Context: an optimization exercise on an open-source flow, tuned for small area, a short achievable clock period and few clock cycles per item. The choices shown serve that exercise and are no tape-out recipe. For this run, only the layout was checked, not whether the RTL still works. Power is estimated from default activity; no workload was simulated.

**design/flow/design.v**
```verilog
module acc_correlator (
    input  wire        clk,
    input  wire        rst,              
    input  wire        cfg_valid,
    output wire        cfg_ready,
    input  wire [2:0]  cfg_op,
    input  wire [63:0] cfg_code,         
    input  wire [7:0]  cfg_len,
    input  wire [31:0] cfg_value,
    input  wire        cfg_detect_inv,
    input  wire        in_valid,
    output wire        in_ready,
    input  wire        in_bit,
    output wire        out_valid,
    output wire [2:0]  out_data,
    output wire        idle,
    output wire        configured,
    output wire        invert,
    output wire [5:0]  status,
    output wire        irq,
    output wire [15:0] bit_count,
    output wire [15:0] ambig_count,
    output wire [15:0] last_ambig_bit
);
    localparam [2:0] OP_RESET          = 3'd0;
    localparam [2:0] OP_CONFIG         = 3'd1;
    localparam [2:0] OP_SET_CODE       = 3'd2;
    localparam [2:0] OP_SET_THRESHOLD  = 3'd3;
    localparam [2:0] OP_SET_DETECT_INV = 3'd4;
    localparam [2:0] OP_CLEAR_STATUS   = 3'd5;
    localparam [2:0] OP_SET_IRQ_EN     = 3'd6;
    localparam NG = 8;           
    reg [63:0] data_reg;
    reg [63:0] flag_reg;
    reg [63:0] invert_reg;
    reg [65:0] cs;               
    reg [1:0]  al;               
    reg [6:0]  qlen;             
    reg [6:0]  thr;              
    reg [7:0]  k2;               
    reg        detect_inv;
    reg        invert_q;
    reg        configured_q;
    reg        full_q;           
    reg [15:0] bit_count_q;
    reg [15:0] ambig_count_q;
    reg [15:0] last_ambig_bit_q;
    reg        st_illegal, st_invalid, st_ambig;
    reg        ie_illegal, ie_invalid, ie_ambig;
    reg        irq_q;
    reg        step_d;           
    reg        amb_d;
    reg [6:0]  va, vb;           
    reg [3:0]  grp [0:NG-1];     
    reg        in_rdy_q, cfg_rdy_q;
    reg        step_q;           
    reg        bit_q;
    reg        out_valid_q;
    reg [2:0]  out_data_q;
    reg        idle_q;
    wire bit_acc = in_valid & in_rdy_q;
    wire cmd_acc = cfg_valid & cfg_rdy_q;
    reg [7:0]  hi_gt;            
    reg [7:0]  hi_eq;            
    reg [6:0]  lo_gt;            
    reg [65:0] lmask;
    integer j;
    always @(*) begin
        for (j = 0; j < 8; j = j + 1)
            hi_eq[j] = (qlen[6:3] == j[3:0]);
        for (j = 0; j < 8; j = j + 1)
            hi_gt[j] = (qlen[6] != 1'b0) | ((qlen[5:3] > j[2:0]) & (j < 7));
        for (j = 0; j < 7; j = j + 1)
            lo_gt[j] = (qlen[2:0] > j[2:0]);
        lmask[0] = 1'b0;
        lmask[1] = 1'b0;
        for (j = 2; j < 66; j = j + 1)
            lmask[j] = hi_gt[(65 - j) >> 3] |
                       (hi_eq[(65 - j) >> 3] & (((65 - j) & 7) == 7 ? 1'b0 : lo_gt[(65 - j) & 7]));
        lmask[2]  = lmask[2]  & (al == 2'd0);
        lmask[64] = lmask[64] & (al != 2'd0);
        lmask[65] = lmask[65] & (al == 2'd2);
    end
    wire mask0 = (qlen > 7'd65);     
    wire mask1 = (qlen > 7'd64);     
    function [3:0] pop8(input [7:0] x);
        reg s0, c0, s1, c1, s2, c2, b0, k0, t1, k1, b1, k2;
        begin
            s0 = x[0] ^ x[1] ^ x[2]; c0 = (x[0] & x[1]) | (x[2] & (x[0] ^ x[1]));
            s1 = x[3] ^ x[4] ^ x[5]; c1 = (x[3] & x[4]) | (x[5] & (x[3] ^ x[4]));
            s2 = x[6] ^ x[7];        c2 = x[6] & x[7];
            b0 = s0 ^ s1 ^ s2;       k0 = (s0 & s1) | (s2 & (s0 ^ s1));
            t1 = c0 ^ c1 ^ c2;       k1 = (c0 & c1) | (c2 & (c0 ^ c1));
            b1 = t1 ^ k0;            k2 = t1 & k0;
            pop8 = {k1 & k2, k1 ^ k2, b1, b0};
        end
    endfunction
    function [15:0] csa(input [7:0] a, input [7:0] b, input [7:0] c);
        reg [7:0] sm, cy;
        begin
            sm = a ^ b ^ c;
            cy = (a & b) | (c & (a ^ b));
            csa = {sm, cy[6:0], 1'b0};
        end
    endfunction
    function top7(input [7:0] a, input [7:0] b, input cin);
        reg [6:0] g, p;
        reg [6:0] g1, p1, g2, p2, g3;
        integer i;
        begin
            g = a[6:0] & b[6:0];
            p = a[6:0] ^ b[6:0];
            g[0] = g[0] | (p[0] & cin);
            for (i = 0; i < 7; i = i + 1) begin
                g1[i] = (i >= 1) ? g[i] | (p[i] & g[i-1]) : g[i];
                p1[i] = (i >= 1) ? p[i] & p[i-1] : p[i];
            end
            for (i = 0; i < 7; i = i + 1) begin
                g2[i] = (i >= 2) ? g1[i] | (p1[i] & g1[i-2]) : g1[i];
                p2[i] = (i >= 2) ? p1[i] & p1[i-2] : p1[i];
            end
            for (i = 0; i < 7; i = i + 1)
                g3[i] = (i >= 4) ? g2[i] | (p2[i] & g2[i-4]) : g2[i];
            top7 = a[7] ^ b[7] ^ g3[6];
        end
    endfunction
    wire e0 = (data_reg[0] ^ cs[0]) & mask0;
    wire e1 = (data_reg[0] ^ cs[1]) & mask1;
    wire [15:0] rn  = csa({1'b0, va}, {1'b0, vb}, {1'b0, ~thr});
    wire [15:0] ri  = csa({1'b0, va}, {1'b0, vb}, k2);
    wire m_n = ~top7(rn[15:8], rn[7:0], e0);           
    wire m_i = top7(ri[15:8], ri[7:0], e0);            
    function [4:0] outcome(input mn, input mi, input p, input det, input b);
        reg mt, mv, nx;
        begin
            mt = p ? mi : mn;
            mv = det & (p ? mn : mi);
            nx = p ? ~(mt & ~mv) : (mv & ~mt);
            outcome = {b ^ nx, nx, mt | mv, mv, mt & mv};
        end
    endfunction
    wire [4:0] oc00 = outcome(1'b0, 1'b0, invert_q, detect_inv, bit_q);
    wire [4:0] oc01 = outcome(1'b0, 1'b1, invert_q, detect_inv, bit_q);
    wire [4:0] oc10 = outcome(1'b1, 1'b0, invert_q, detect_inv, bit_q);
    wire [4:0] oc11 = outcome(1'b1, 1'b1, invert_q, detect_inv, bit_q);
    wire [4:0] oc = m_n ? (m_i ? oc11 : oc10) : (m_i ? oc01 : oc00);
    wire new_bit     = oc[4];
    wire invert_next = oc[3];
    wire flag_next   = oc[2];
    wire match_inv   = oc[1];
    wire ambiguous   = oc[0];
    wire [65:0] leaf = ({data_reg, 2'b00} ^ cs) & lmask;
    reg  [3:0]  gsum [0:NG-1];
    integer g;
    always @(*)
        for (g = 0; g < NG; g = g + 1)
            gsum[g] = pop8(leaf[8 * g + 2 +: 8]);
    wire        e1v = e1 & (al == 2'd0);
    wire [15:0] l1a = csa({4'd0, grp[0]}, {4'd0, grp[1]}, {4'd0, grp[2]});
    wire [15:0] l1b = csa({4'd0, grp[3]}, {4'd0, grp[4]}, {4'd0, grp[5]});
    wire [15:0] l1c = csa({4'd0, grp[6]}, {4'd0, grp[7]}, {7'd0, e1v});
    wire [15:0] l2a = csa(l1a[15:8], l1a[7:0], l1b[15:8]);
    wire [15:0] l2b = csa(l1b[7:0], l1c[15:8], l1c[7:0]);
    wire [15:0] l3a = csa(l2a[15:8], l2a[7:0], l2b[15:8]);
    wire [15:0] l4a = csa(l3a[15:8], l3a[7:0], l2b[7:0]);
    wire len_ok    = (cfg_len <= 8'd64);
    wire c_reset   = cmd_acc & (cfg_op == OP_RESET);
    wire c_config  = cmd_acc & (cfg_op == OP_CONFIG) & len_ok;
    wire c_code    = cmd_acc & ((cfg_op == OP_CONFIG) | (cfg_op == OP_SET_CODE)) & len_ok;
    wire c_badlen  = cmd_acc & ((cfg_op == OP_CONFIG) | (cfg_op == OP_SET_CODE)) & ~len_ok;
    wire c_thr     = cmd_acc & ((cfg_op == OP_SET_THRESHOLD) | ((cfg_op == OP_CONFIG) & len_ok));
    wire c_det     = cmd_acc & ((cfg_op == OP_SET_DETECT_INV) | ((cfg_op == OP_CONFIG) & len_ok));
    wire c_clear   = cmd_acc & (cfg_op == OP_CLEAR_STATUS);
    wire c_irqen   = cmd_acc & (cfg_op == OP_SET_IRQ_EN);
    wire c_illegal = cmd_acc & (cfg_op == 3'd7);
    wire kill      = rst | c_reset;
    wire [7:0] lsum = {1'b0, qlen} + {6'd0, al};
    wire [6:0] thr_new = (|cfg_value[31:6]) ? 7'd64 : {1'b0, cfg_value[5:0]};
    wire configured_next = kill ? 1'b0 : (c_config ? 1'b1 : configured_q);
    wire in_rdy_next     = configured_next & ~c_code & ~(cfg_valid & ~cmd_acc);
    wire cfg_rdy_next    = ~in_rdy_next & ~bit_acc;
    wire full_now = full_q | bit_count_q[6] | (step_d & (&bit_count_q[5:0]));
    wire s_ill_n = ~kill & ((st_illegal & ~(c_clear & cfg_value[0])) | c_illegal);
    wire s_inv_n = ~kill & ((st_invalid & ~(c_clear & cfg_value[1])) | c_badlen);
    wire s_amb_n = ~kill & ((st_ambig | amb_d) & ~(c_clear & cfg_value[5]));
    wire ie_ill_n = ~kill & (c_irqen ? cfg_value[0] : ie_illegal);
    wire ie_inv_n = ~kill & (c_irqen ? cfg_value[1] : ie_invalid);
    wire ie_amb_n = ~kill & (c_irqen ? cfg_value[5] : ie_ambig);
    always @(posedge clk) begin
        in_rdy_q     <= ~rst & in_rdy_next;
        cfg_rdy_q    <= rst | cfg_rdy_next;
        step_q       <= ~rst & bit_acc;
        bit_q        <= in_bit;
        out_valid_q  <= ~rst & step_q;
        out_data_q   <= {invert_reg[63], flag_reg[63], data_reg[63]} & {3{full_now}};
        idle_q       <= ~bit_acc & ~step_q;
        configured_q <= configured_next;
        st_illegal <= s_ill_n;
        st_invalid <= s_inv_n;
        st_ambig   <= s_amb_n;
        ie_illegal <= ie_ill_n;
        ie_invalid <= ie_inv_n;
        ie_ambig   <= ie_amb_n;
        irq_q      <= (s_ill_n & ie_ill_n) | (s_inv_n & ie_inv_n) | (s_amb_n & ie_amb_n);
        if (step_q | (al != 2'd0))
            for (g = 0; g < NG; g = g + 1)
                grp[g] <= gsum[g];
        if (step_q | (al == 2'd1)) begin
            va <= l4a[14:8];
            vb <= l4a[6:0];
        end
        if (c_config)
            data_reg <= 64'd0;
        else if (step_q)
            data_reg <= {data_reg[62:0], new_bit};
        if (step_q) begin
            flag_reg   <= {flag_reg[62:0],   flag_next};
            invert_reg <= {invert_reg[62:0], match_inv};
        end
        if (kill | c_config)
            invert_q <= 1'b0;
        else if (step_q)
            invert_q <= invert_next;
        step_d <= ~rst & step_q;
        amb_d  <= ~rst & step_q & ambiguous;
        if (kill | c_config) begin
            bit_count_q      <= 16'd0;
            ambig_count_q    <= 16'd0;
            last_ambig_bit_q <= 16'd0;
        end else if (step_d) begin
            bit_count_q <= bit_count_q + 16'd1;
            if (amb_d) begin
                ambig_count_q    <= ambig_count_q + 16'd1;
                last_ambig_bit_q <= bit_count_q;
            end
        end
        if (c_config)
            full_q <= 1'b0;
        else
            full_q <= full_now;
        if (c_code) begin
            cs   <= {cfg_code, 2'b00};
            al   <= 2'd2;
            qlen <= cfg_len[6:0];
        end else if (al != 2'd0) begin
            cs   <= {1'b0, cs[65:1]};
            al   <= al - 2'd1;
            qlen <= qlen + 7'd1;
        end
        if (c_thr)
            thr <= thr_new;
        if (c_det)
            detect_inv <= cfg_detect_inv;
        k2 <= ({1'b0, thr} + 8'd2 >= lsum) ? 8'd128 : 8'd130 - lsum + {1'b0, thr};
    end
    assign cfg_ready      = cfg_rdy_q;
    assign in_ready       = in_rdy_q;
    assign out_valid      = out_valid_q;
    assign out_data       = out_data_q;
    assign idle           = idle_q;
    assign configured     = configured_q;
    assign invert         = invert_q;
    assign status         = {st_ambig, 3'b000, st_invalid, st_illegal};
    assign irq            = irq_q;
    assign bit_count      = bit_count_q;
    assign ambig_count    = ambig_count_q;
    assign last_ambig_bit = last_ambig_bit_q;
endmodule
```
**design/flow/flow/run.sh**
```bash
#!/bin/bash
# The standard layout (standard.sh: standard synthesis, floorplan, power
# grid, placement, CTS, routing), with three layout choices:
#  - each port still gets its own buffer, a plain buf_1 instead of the default
#    delay buffer;
#  - clock tree synthesis without dummy loads;
set -euo pipefail
MARGIN=${MARGIN:-6.8}
bash standard.sh \
  "BUFFER_PORTS_ARGS=-buffer_cell sky130_fd_sc_hd__buf_1" \
  "CTS_ARGS=-sink_clustering_enable -repair_clock_nets -dont_use_dummy_load -sink_clustering_size 16 -sink_clustering_max_diameter 60 -buf_list {sky130_fd_sc_hd__clkbuf_8 sky130_fd_sc_hd__clkbuf_16}" \
  "SETUP_SLACK_MARGIN=$MARGIN" "TNS_END_PERCENT=100" \
  finish > flow_standard.log 2>&1
```
**design/flow/standard.sh**
```bash
#!/bin/bash
# synth_recipe.tcl (not shown) runs the flow's synth.tcl, then flattens the netlist and writes it again
# the make line also repeats each setting of config.mk as NAME=value (left out here)
make -C /OpenROAD-flow-scripts/flow DESIGN_CONFIG=/design/flow/config.mk WORK_HOME=/design/flow/orfs CLKGATE_MAP_FILE= SYNTH_SCRIPT=/design/flow/synth_recipe.tcl "${@:-finish}"
```
**design/flow/config.mk**
```make
export PLATFORM = sky130hd
export DESIGN_NAME = acc_correlator
export DESIGN_NICKNAME = acc_correlator
export VERILOG_FILES = /design/flow/design.v
export SDC_FILE = /design/flow/constraint.sdc
export NUM_CORES = 4
export LEC_CHECK = 0
export CAP_MARGIN = 20
export CORE_MARGIN = 2
export CORE_UTILIZATION = 60
export PLACE_DENSITY = 0.7
export SLEW_MARGIN = 20
```
**design/flow/constraint.sdc**
```tcl
create_clock -name core_clock -period 10.0 [get_ports {clk}]
set_input_delay 2.0000 -clock core_clock [delete_from_list [all_inputs] [get_ports {clk}]]
set_output_delay 2.0000 -clock core_clock [all_outputs]
set_load 0.01 [all_outputs]
```
==> flow_summary.yaml <==
outcome:
  status: "no timing/DRC/antenna violations"
routing:
  antenna_left: 0
  vias_per_cell: 5.88
  wire_per_inst_um: 21.6
  drt-total-wl_um: 48500
  via_count: 13200
  drt_first_pass_iters: 6
  drtIter0Drc: 972
  drc_errors: 0
sta:
  fin_crit_sh: 0.340
  setup_viol: 0
  tightest_slew_ns: 1.10
  rsz0062_at_grt: "yes"
  slew_violations: 0
  hold_slack_ns: 0.385
  fin_tns_setup_ns: 0
  hold_viol_final: 0
  skew_ns: 0.0373
  period_needed_ns: 3.40
  fmax_mhz: 294
  slew_headroom: 0.266
floorplan:
  start_util: 0.608
  rows: 64
  core_um2: 30500
  die_width_um: 180
  die_area_um2: 32300
  die_y_um: 180
  io_pins: 177
clocking:
  cts_made_buffers: 37
  ctsHoldBuffers: 0
  cts-root-buf: "clkbuf_16"
  clock_latency_ns: 0.52
  htree_levels: 2
  numClockSinks: 394
  clk_pin_slew_worst_paths_ns: 0.07
  cts_buffer_depth: 3
  cts_tree: "done"
yosys:
  ys_types: 54
  synth_area_per_cell_um2: 11.6
  synth_cells: 1601
  synth-seq-cells: 394
  synth_edf_count: 250
  async_reset_ff_frac: 0
  synthFlopType: "edfxtp_1"
  ys_seq_area_frac: 0.560
  netlist_area_um2: 18500
  synth.yosys.warnings: 3
grt:
  met3_usage: 0.0456
  grt_pass1_vias: 12500
  met1_usage: 0.350
  met2_usage: 0.422
  grt_first_pass_wirelength_um: 66400
  gr-total-overflow: 0
  grt_max_degree: 79
  grt_busiest_layer: "met2"
  grt_util_all_layers: 0.259
  antenna_found_initial: 0
final_layout:
  fin_nets: 2115
  seq_area_um2: 10400
  drive_gt1_frac: 0.205
  largest_reg_flops: 66
  area_growth_pct: 25.1
  post-route-util: 0.760
  fin_cells: 2248
  diodes: 0
  regMostFlops: "cs"
  multi_input_area_um2: 8780
  fill_cells: 1885
pwr:
  power_uw: 8080
  powerDensity_nw_per_um2: 348
  p_leak_uw: 0.00873
  vdd_drop_max_uv: 248
worst_hold_path:
  hp-class: "reg -> reg"
setup_path:
  crit_type: "in -> reg"
  start_kind: "input pin"
  cp_max_fo: 5
  end_kind: "flip-flop"
  required_ns: 10.26
  cp.arrival_ns: 3.66
place:
  place_congestion: 0.859
  placed_cells: 2109
  hpwl_um: 25100
  io_buffers: 173
job:
  maxCapViolCount: 0
worst max-delay path: stages:
cell     delay (ns)
buf_8          0.10
nor4_4         0.30
nand2_1        0.14
a21oi_4        0.30
inv_4          0.09
nor2_4         0.14
buf_12         0.15
buf_12         0.13
mux2_4         0.30
path summary, 6_finish.rpt:
kind              depth (start not counted)  slack (ns)        start           to
setup / recovery                          9        6.60   cfg_len[2]      qlen[1]
hold / removal                            0        0.39  flag_reg[1]  flag_reg[2]
setup reg to reg                         12        6.65      qlen[1]    grp[0][2]
hold reg to reg                           0        0.39  flag_reg[1]  flag_reg[2]
logic make-up (layout without fill, tap and decap cells):
family | after synthesis | after routing | synth area share
AO/OA/AOI/OAI | 216 | 216 | 0.0647
buffers and inverters | 155 | 395 | 0.0331
flip-flops | 394 | 394 | 0.560
adder cells (fa/ha/maj) | 148 | 148 | 0.126
other | 1 | 3 | 0.000202
XOR/XNOR | 110 | 110 | 0.0520
AND/OR/NAND/NOR | 505 | 514 | 0.125
multiplexers | 72 | 72 | 0.0390
report_power, final:
part,internal (uW),leakage [uW],switching [uW]
Sequential,2430,0.00354,287
Clock,650,0.000456,550
Combinational,1830,0.00474,2330
cells in the mapped netlist (13+ instances only):
master | count | area (um2)
xor2_1 | 71 | 622
dfxtp_1 | 144 | 2880
o21ai_1 | 69 | 345
xnor2_1 | 39 | 342
fa_1 | 64 | 1280
a21oi_1 | 62 | 310
and2_1 | 13 | 81.3
clkbuf_1 | 42 | 158
inv_1 | 84 | 315
nand2b_1 | 72 | 450
mux2i_1 | 70 | 701
nand3_1 | 26 | 130
nand2_1 | 171 | 642
edfxtp_1 | 250 | 7510
o21ai_0 | 50 | 250
buf_1 | 14 | 52.6
ha_1 | 84 | 1050
nor2_1 | 158 | 593
routing by layer:
| layer | wire, um | up-vias |
|---|---|---|
| li1 | - | 5955 |
| met1 | 18900 | 6457 |
| met2 | 22800 | 608 |
| met3 | 3770 | 189 |
| met4 | 3070 | 0 |
| met5 | 0 | - |
per-stage QoR:
stage          area, um2  setup slack, ns
3_3_place_gp       19500             4.76
5_1_grt            23200             6.54
4_1_cts            21400             6.71
3_5_place_dp       19500             4.72
2_1_floorplan      18600             5.81
6_report           23200             6.60
what timing repair did:
action / CTS / global route
resized for setup: 64 / 314
buffers inserted: 41 / 17
setup endpoints to repair: 300 / 382
pin swaps: 12 / 137
gates cloned: 19 / 25
cells in the final DEF, fill, tap and decap left out, types with 70 or more instances in the layout:
cell      synthesis  final
edfxtp_1        250    250
buf_1            14    169
dfxtp_1         144    138
nand2_1         171    121
nor2_1          158     99
inv_1            84     78
nand2b_1         72     71
xor2_1           71     70
mux2i_1          70     70
ha_1             84     70
cell type report:
| type | instances | area share |
|---|---|---|
| flip-flops and latches | 394 | 0.448 |
| multi-input cells | 1063 | 0.379 |
| clock buffers | 37 | 0.0399 |
| inverters | 85 | 0.0143 |
| well taps | 396 | 0.0214 |
| repair buffers | 273 | 0.0973 |

==> re-timing with driven ports <==
In the flow no input, the clock included, has a driving cell. The finished layout below was timed again as built, in two steps. Step 1 assumes that a clkbuf_16 drives the clock port and a buf_2 every other input. Step 2 times the ports against the registers' clock, not the clock port: input delays grow and output delays shrink by t, the midpoint of the rising clock arrivals with the driver on. Three values: no drivers, after step 1, after step 2; two values: the first two.
t (ns): 0.556
setup slack, ns: 6.599 / 6.604 / 6.048
latest minus earliest clock arrival (ns): 0.043 / 0.043
worst slew at a driven data input, ns: 0.06
pins driven straight from the clock port: 1
After both steps setup and hold are still met in this run. For this run, drivers alone change the setup slack by +0.005 ns; drivers and shift together by -0.551 ns.
